Context: an optimization exercise on an open-source flow, tuned for small area. The choices shown serve that exercise and are no tape-out recipe.
In this exercise RTL edits were held to simulation tests only and were not proved equivalent to the original.
Power figures rest on the tool's default switching activity, not on a simulated workload.

Setup of run A:
==> flow/design.v <==
module tf_crc32_byte (
    input  wire [31:0] crc_in,
    input  wire [7:0]  data,
    output reg  [31:0] crc_out
);
    integer i;
    always @(*) begin
        crc_out = crc_in ^ {24'd0, data};
        for (i = 0; i < 8; i = i + 1) begin
            if (crc_out[0])
                crc_out = (crc_out >> 1) ^ 32'hEDB88320;
            else
                crc_out = crc_out >> 1;
        end
    end
endmodule
module tf_rx (
    input  wire         clk,
    input  wire         rst,         
    input  wire         clear,       
    input  wire         in_valid,    
    input  wire [7:0]   in_data,
    input  wire         tick,        
    output reg          frame_valid,
    output wire [15:0]  frame_id,
    output wire [15:0]  frame_len,
    output wire [7:0]   frame_type,
    output wire [255:0] frame_payload
);
    localparam [3:0] S_SOF  = 4'd0,
                     S_PAY  = 4'd1,
                     S_ID0  = 4'd3,
                     S_ID1  = 4'd4,
                     S_LEN0 = 4'd5,
                     S_LEN1 = 4'd6,
                     S_TYPE = 4'd7,
                     S_HCK0 = 4'd8,     
                     S_HCK3 = 4'd11,
                     S_PCK0 = 4'd12,    
                     S_PCK3 = 4'd15;
    localparam [31:0] CRC_SOF = 32'h5AFA20E4;
    reg [3:0]  st;
    reg [31:0] crc;
    reg        ok;
    reg [4:0]  cur;
    reg [4:0]  idle;
    reg        len_hi;       
    reg [15:0] rx_id;
    reg [5:0]  rx_len;
    reg [7:0]  rx_type;
    reg [7:0]  rx_buf [0:31];
    wire [31:0] crc_next;
    tf_crc32_byte u_crc (.crc_in(crc), .data(in_data), .crc_out(crc_next));
    wire byte_in = in_valid & ~(rst | clear);
    wire ck_st   = st[3];
    reg  [7:0] ck_byte;
    always @(*) begin
        case (st[1:0])
            2'd0: ck_byte = crc[31:24];
            2'd1: ck_byte = crc[23:16];
            2'd2: ck_byte = crc[15:8];
            default: ck_byte = crc[7:0];
        endcase
    end
    wire match = (in_data == ~ck_byte);
    wire [5:0] cur_inc = {1'b0, cur} + 6'd1;
    wire pay_last = (cur_inc == rx_len);
    wire len_bad = len_hi | (in_data > 8'd32);
    always @(posedge clk) begin
        frame_valid <= 1'b0;
        if (rst || clear) begin
            st   <= S_SOF;
            idle <= 5'd0;
        end else if (in_valid) begin
            idle <= 5'd0;
            case (st)
                S_SOF: if (in_data == 8'h01) st <= S_ID0;
                S_ID0, S_ID1, S_LEN0, S_TYPE, S_HCK0, 4'd9, 4'd10,
                S_PCK0, 4'd13, 4'd14:
                    st <= st + 4'd1;
                S_LEN1: st <= len_bad ? S_SOF : S_TYPE;
                S_HCK3: begin
                    if (!(ok && match))
                        st <= S_SOF;
                    else if (rx_len == 6'd0)
                        st <= S_PCK0;
                    else
                        st <= S_PAY;
                end
                S_PAY: if (pay_last) st <= S_PCK0;
                S_PCK3: begin
                    frame_valid <= ok & match;
                    st <= S_SOF;
                end
                default: st <= S_SOF;
            endcase
        end else if (tick && st != S_SOF) begin
            if (idle == 5'd19) begin
                st   <= S_SOF;
                idle <= 5'd0;
            end else begin
                idle <= idle + 5'd1;
            end
        end
    end
    always @(posedge clk) begin
        if (st == S_SOF)
            crc <= CRC_SOF;
        else if (byte_in) begin
            if (st == S_HCK3)
                crc <= 32'hFFFFFFFF;
            else if (!ck_st)
                crc <= crc_next;
        end
        if (byte_in && ck_st)
            ok <= (st[1:0] == 2'd0) ? match : (ok & match);
        if (byte_in && st == S_ID0) rx_id[15:8] <= in_data;
        if (byte_in && st == S_ID1) rx_id[7:0]  <= in_data;
        if (byte_in && st == S_LEN0) len_hi <= (in_data != 8'd0);
        if (byte_in && st == S_LEN1) rx_len <= in_data[5:0];
        if (byte_in && st == S_TYPE) rx_type <= in_data;
        if (byte_in && st == S_HCK3) cur <= 5'd0;
        else if (byte_in && st == S_PAY) cur <= cur_inc[4:0];
        if (byte_in && st == S_PAY) rx_buf[cur] <= in_data;
    end
    assign frame_id   = rx_id;
    assign frame_len  = {10'd0, rx_len};
    assign frame_type = rx_type;
    genvar g;
    generate
        for (g = 0; g < 32; g = g + 1) begin : g_payload
            assign frame_payload[8*g +: 8] = rx_buf[g];
        end
    endgenerate
endmodule
module tf_tx (
    input  wire         clk,
    input  wire         rst,           
    input  wire         role,          
    input  wire         send,
    input  wire         is_response,
    input  wire [15:0]  id_in,
    input  wire [15:0]  len_in,
    input  wire [7:0]   type_in,
    input  wire [255:0] payload_in,
    output wire         ready,
    output reg          ack,
    output reg          status,        
    output reg  [15:0]  frame_id_out,
    output reg          out_valid,
    output wire [7:0]   out_data
);
    localparam [1:0] P_HEAD = 2'd0,    
                     P_HCK  = 2'd1,    
                     P_PAY  = 2'd2,    
                     P_PCK  = 2'd3;    
    reg         peer;
    reg  [14:0] next_id;
    reg  [5:0]  tx_len;        
    reg  [7:0]  tx_type;
    reg  [255:0] ring;
    reg  [1:0]  phase;
    reg  [2:0]  idx;
    reg  [31:0] crc;
    reg         idle_r;        
    wire [15:0] new_id = is_response ? id_in : {peer, next_id};
    wire accept = send & ~out_valid & ~rst;
    wire too_large = (len_in > 16'd32);
    assign ready = idle_r;
    reg [7:0] cur_byte;
    always @(*) begin
        case (phase)
            P_HEAD: begin
                case (idx)
                    3'd0: cur_byte = 8'h01;
                    3'd1: cur_byte = frame_id_out[15:8];
                    3'd2: cur_byte = frame_id_out[7:0];
                    3'd3: cur_byte = 8'h00;
                    3'd4: cur_byte = {2'b00, tx_len};
                    default: cur_byte = tx_type;
                endcase
            end
            P_PAY: cur_byte = ring[22*8 +: 8];
            default: begin
                case (idx[1:0])
                    2'd0: cur_byte = ~crc[31:24];
                    2'd1: cur_byte = ~crc[23:16];
                    2'd2: cur_byte = ~crc[15:8];
                    default: cur_byte = ~crc[7:0];
                endcase
            end
        endcase
    end
    assign out_data = cur_byte;
    wire [31:0] crc_next;
    tf_crc32_byte u_crc (.crc_in(crc), .data(cur_byte), .crc_out(crc_next));
    always @(posedge clk) begin
        ack <= accept;
        if (rst) begin
            peer      <= role;
            next_id   <= 15'd0;
            out_valid <= 1'b0;
            idle_r    <= 1'b1;
        end else if (out_valid) begin
            if (phase == P_PCK && idx[1:0] == 2'd3) begin
                out_valid <= 1'b0;
                idle_r    <= 1'b1;
            end
        end else if (send) begin
            if (!is_response)
                next_id <= next_id + 15'd1;
            out_valid <= ~too_large;
            idle_r    <= too_large;
        end
    end
    always @(posedge clk) begin
        if (accept) begin
            frame_id_out <= new_id;
            status       <= too_large;
            tx_len       <= len_in[5:0];
            tx_type      <= type_in;
        end
        ring <= ({ring[7:0], ring[255:8]} & {256{out_valid}})
              | (payload_in & {256{idle_r}});
        if (!out_valid) begin
            phase <= P_HEAD;
            idx   <= 3'd0;
            crc   <= 32'hFFFFFFFF;
        end else begin
            idx <= idx + 3'd1;
            case (phase)
                P_HEAD: begin
                    crc <= crc_next;
                    if (idx == 3'd5) begin
                        idx   <= 3'd0;
                        phase <= P_HCK;
                    end
                end
                P_HCK: begin
                    if (idx[1:0] == 2'd3) begin
                        crc   <= 32'hFFFFFFFF;
                        phase <= (tx_len == 6'd0) ? P_PCK : P_PAY;
                        idx   <= 3'd0;
                    end
                end
                P_PAY: begin
                    crc    <= crc_next;
                    tx_len <= tx_len - 6'd1;
                    idx    <= 3'd0;
                    if (tx_len == 6'd1)
                        phase <= P_PCK;
                end
                default: ;
            endcase
        end
    end
endmodule
module tf_framer (
    input  wire         clk,
    input  wire         rst,             
    input  wire         role,            
    input  wire         clear,           
    input  wire         in_valid,        
    input  wire [7:0]   in_data,
    input  wire         tick,            
    output wire         frame_valid,
    output wire [15:0]  frame_id,
    output wire [15:0]  frame_len,
    output wire [7:0]   frame_type,
    output wire [255:0] frame_payload,
    input  wire         tx_send,         
    input  wire         tx_is_response,
    input  wire [15:0]  tx_id,
    input  wire [15:0]  tx_len,
    input  wire [7:0]   tx_type,
    input  wire [255:0] tx_payload,
    output wire         tx_ready,
    output wire         tx_ack,
    output wire         tx_status,
    output wire [15:0]  tx_frame_id,
    output wire         tx_valid,
    output wire [7:0]   tx_data
);
    tf_rx u_rx (
        .clk(clk), .rst(rst), .clear(clear), .in_valid(in_valid),
        .in_data(in_data), .tick(tick), .frame_valid(frame_valid),
        .frame_id(frame_id), .frame_len(frame_len), .frame_type(frame_type),
        .frame_payload(frame_payload)
    );
    tf_tx u_tx (
        .clk(clk), .rst(rst), .role(role), .send(tx_send),
        .is_response(tx_is_response), .id_in(tx_id), .len_in(tx_len),
        .type_in(tx_type), .payload_in(tx_payload), .ready(tx_ready),
        .ack(tx_ack), .status(tx_status), .frame_id_out(tx_frame_id),
        .out_valid(tx_valid), .out_data(tx_data)
    );
endmodule
Settings: LEC_CHECK=0, ABC_AREA=1, CAP_MARGIN=20, CORE_MARGIN=2, CORE_UTILIZATION=40, PLACE_DENSITY=0.6, SLEW_MARGIN=20; clock period 10.0 ns.
standard.sh (not shown) runs the stock make flow with config.mk's settings and CLKGATE_MAP_FILE= SYNTH_SCRIPT=/design/flow/synth_recipe.tcl, a recipe that flattens the netlist after the stock synthesis.
==> flow/flow/run.sh <==
#!/bin/bash
# Standard ORFS layout, with the port buffers made of the smallest buffer
# cell and a clock tree of small buffers without dummy loads.
set -euo pipefail
bash standard.sh \
  BUFFER_PORTS_ARGS="-buffer_cell sky130_fd_sc_hd__buf_1" \
  CTS_ARGS="-sink_clustering_enable -repair_clock_nets -dont_use_dummy_load -buf_list sky130_fd_sc_hd__clkbuf_8" \
  finish > flow_orfs.log 2>&1
Modified inputs, run B compared to run A
==> flow/flow/run.sh <==
#!/bin/bash
# Standard ORFS layout, with the port buffers made of the smallest buffer
# cell and a clock tree of small buffers without dummy loads.
set -euo pipefail
bash standard.sh \
  BUFFER_PORTS_ARGS="-buffer_cell sky130_fd_sc_hd__buf_1" \
  CTS_ARGS="-sink_clustering_enable -repair_clock_nets -dont_use_dummy_load -buf_list sky130_fd_sc_hd__clkbuf_4" \
  finish > flow_orfs.log 2>&1
--- outcome ---
Run B: all stages complete, timing, DRC and antenna checks passed. The fraction of cell area in non-clock buffers on run A is in line with that on run B. Changes observed in run B relative to run A: power in the clock group moved down, routed wire length level, net total in the final layout moved up, number of clock-tree buffers in the layout moved up, final routed wire length divided by cell count moved down. In run B relative to run A, upper clock frequency limit had gone down by a few percent. Compared to run A, run B has met1 track demand over resource in global routing 0.63 points lower.
### run B -> run C
==> flow/flow/run.sh <==
#!/bin/bash
# Standard ORFS layout, with the port buffers made of the smallest buffer
# cell and a clock tree of small buffers without dummy loads.
set -euo pipefail
bash standard.sh \
  BUFFER_PORTS_ARGS="-buffer_cell sky130_fd_sc_hd__buf_1" \
  CTS_ARGS="-sink_clustering_enable -repair_clock_nets -dont_use_dummy_load -buf_list sky130_fd_sc_hd__clkbuf_8 -sink_clustering_size 16 -sink_clustering_max_diameter 50" \
  finish > flow_orfs.log 2>&1
diff --git a/flow/config.mk b/flow/config.mk
--- a/flow/config.mk
+++ b/flow/config.mk
@@ -7,7 +7,6 @@
 export LEC_CHECK = 0
-export ABC_AREA = 1
 export CAP_MARGIN = 20
 export CORE_MARGIN = 2
-export CORE_UTILIZATION = 40
-export PLACE_DENSITY = 0.6
+export CORE_UTILIZATION = 60
+export PLACE_DENSITY = 0.75
 export SLEW_MARGIN = 20
## What came out
- Going from run B to run C, total placed cells including tap cells down 733; global-route wire length before repair down about 15%; amount of wire on met2 after detailed routing down about 15%.
- Of run C and run B, the higher setup slack of the critical path after layout belongs to run C.
- Delta (run C minus run B): number of tap cells added at floorplan decreased by 37% relative to the old numbers, routed wire length down about 15%.
For run D, these inputs were changed with respect to run C:
==> flow/flow/run.sh <==
#!/bin/bash
# Standard ORFS layout, with the port buffers made of the smallest buffer
# cell and a clock tree of small buffers without dummy loads.
set -euo pipefail
bash standard.sh \
  BUFFER_PORTS_ARGS="-buffer_cell sky130_fd_sc_hd__buf_1" \
  CTS_ARGS="-sink_clustering_enable -repair_clock_nets -dont_use_dummy_load -buf_list sky130_fd_sc_hd__clkbuf_4 -sink_clustering_size 10 -sink_clustering_max_diameter 40" \
  finish > flow_orfs.log 2>&1
==> summary.txt <==
Run D completed; timing, DRC and antenna clean. Diff run C -> run D | detail-routed via count per cell | down slightly. Re post-synthesis to final-layout area growth: run D and run C aren't equal, and the lower value belongs to run D. On static leakage, run D and run C are neck and neck. There was hardly any difference in number of antenna diodes between run C and run D. Compared with run C, run D shows a power consumption that is 0.000072 W lower. Final setup violation count: run C vs run D — no meaningful difference. On number of global-route vias before repair, the higher figure sits with run D, not run C. Run D ended with more level count of the clock H-tree than run C.

[what the ideal ports hide]
How much do the figures lean on ideal ports? The routed layouts below were timed once more, with nothing changed but the port constraints. Step 1, drivers: a clkbuf_16 drives clk and a buf_2 each remaining input, both assumed. Step 2 also shifts input and output timing later by t, the mid clock arrival at the registers, as if the neighbouring blocks saw the same clock. Slacks: no drivers / after step 1 / after step 2; pairs: no drivers / after step 1.
run | t (ns) | slack for setup (ns) | worst setup path after step 2 | latest minus earliest clock arrival (ns)
run A | 0.736 | 4.850 / 4.788 / 4.293 | input to register | 0.098 / 0.099
run B | 0.994 | 4.616 / 4.556 / 4.305 | input to register | 0.146 / 0.146
run C | 0.691 | 4.885 / 4.836 / 5.341 | input to register | 0.076 / 0.076
run D | 0.839 | 4.735 / 4.685 / 5.294 | input to register | 0.084 / 0.084
After both steps setup and hold are still met in every run listed. The setup slack of run A, which loses most, moves by -0.062 ns with the drivers and by -0.557 ns with both steps.
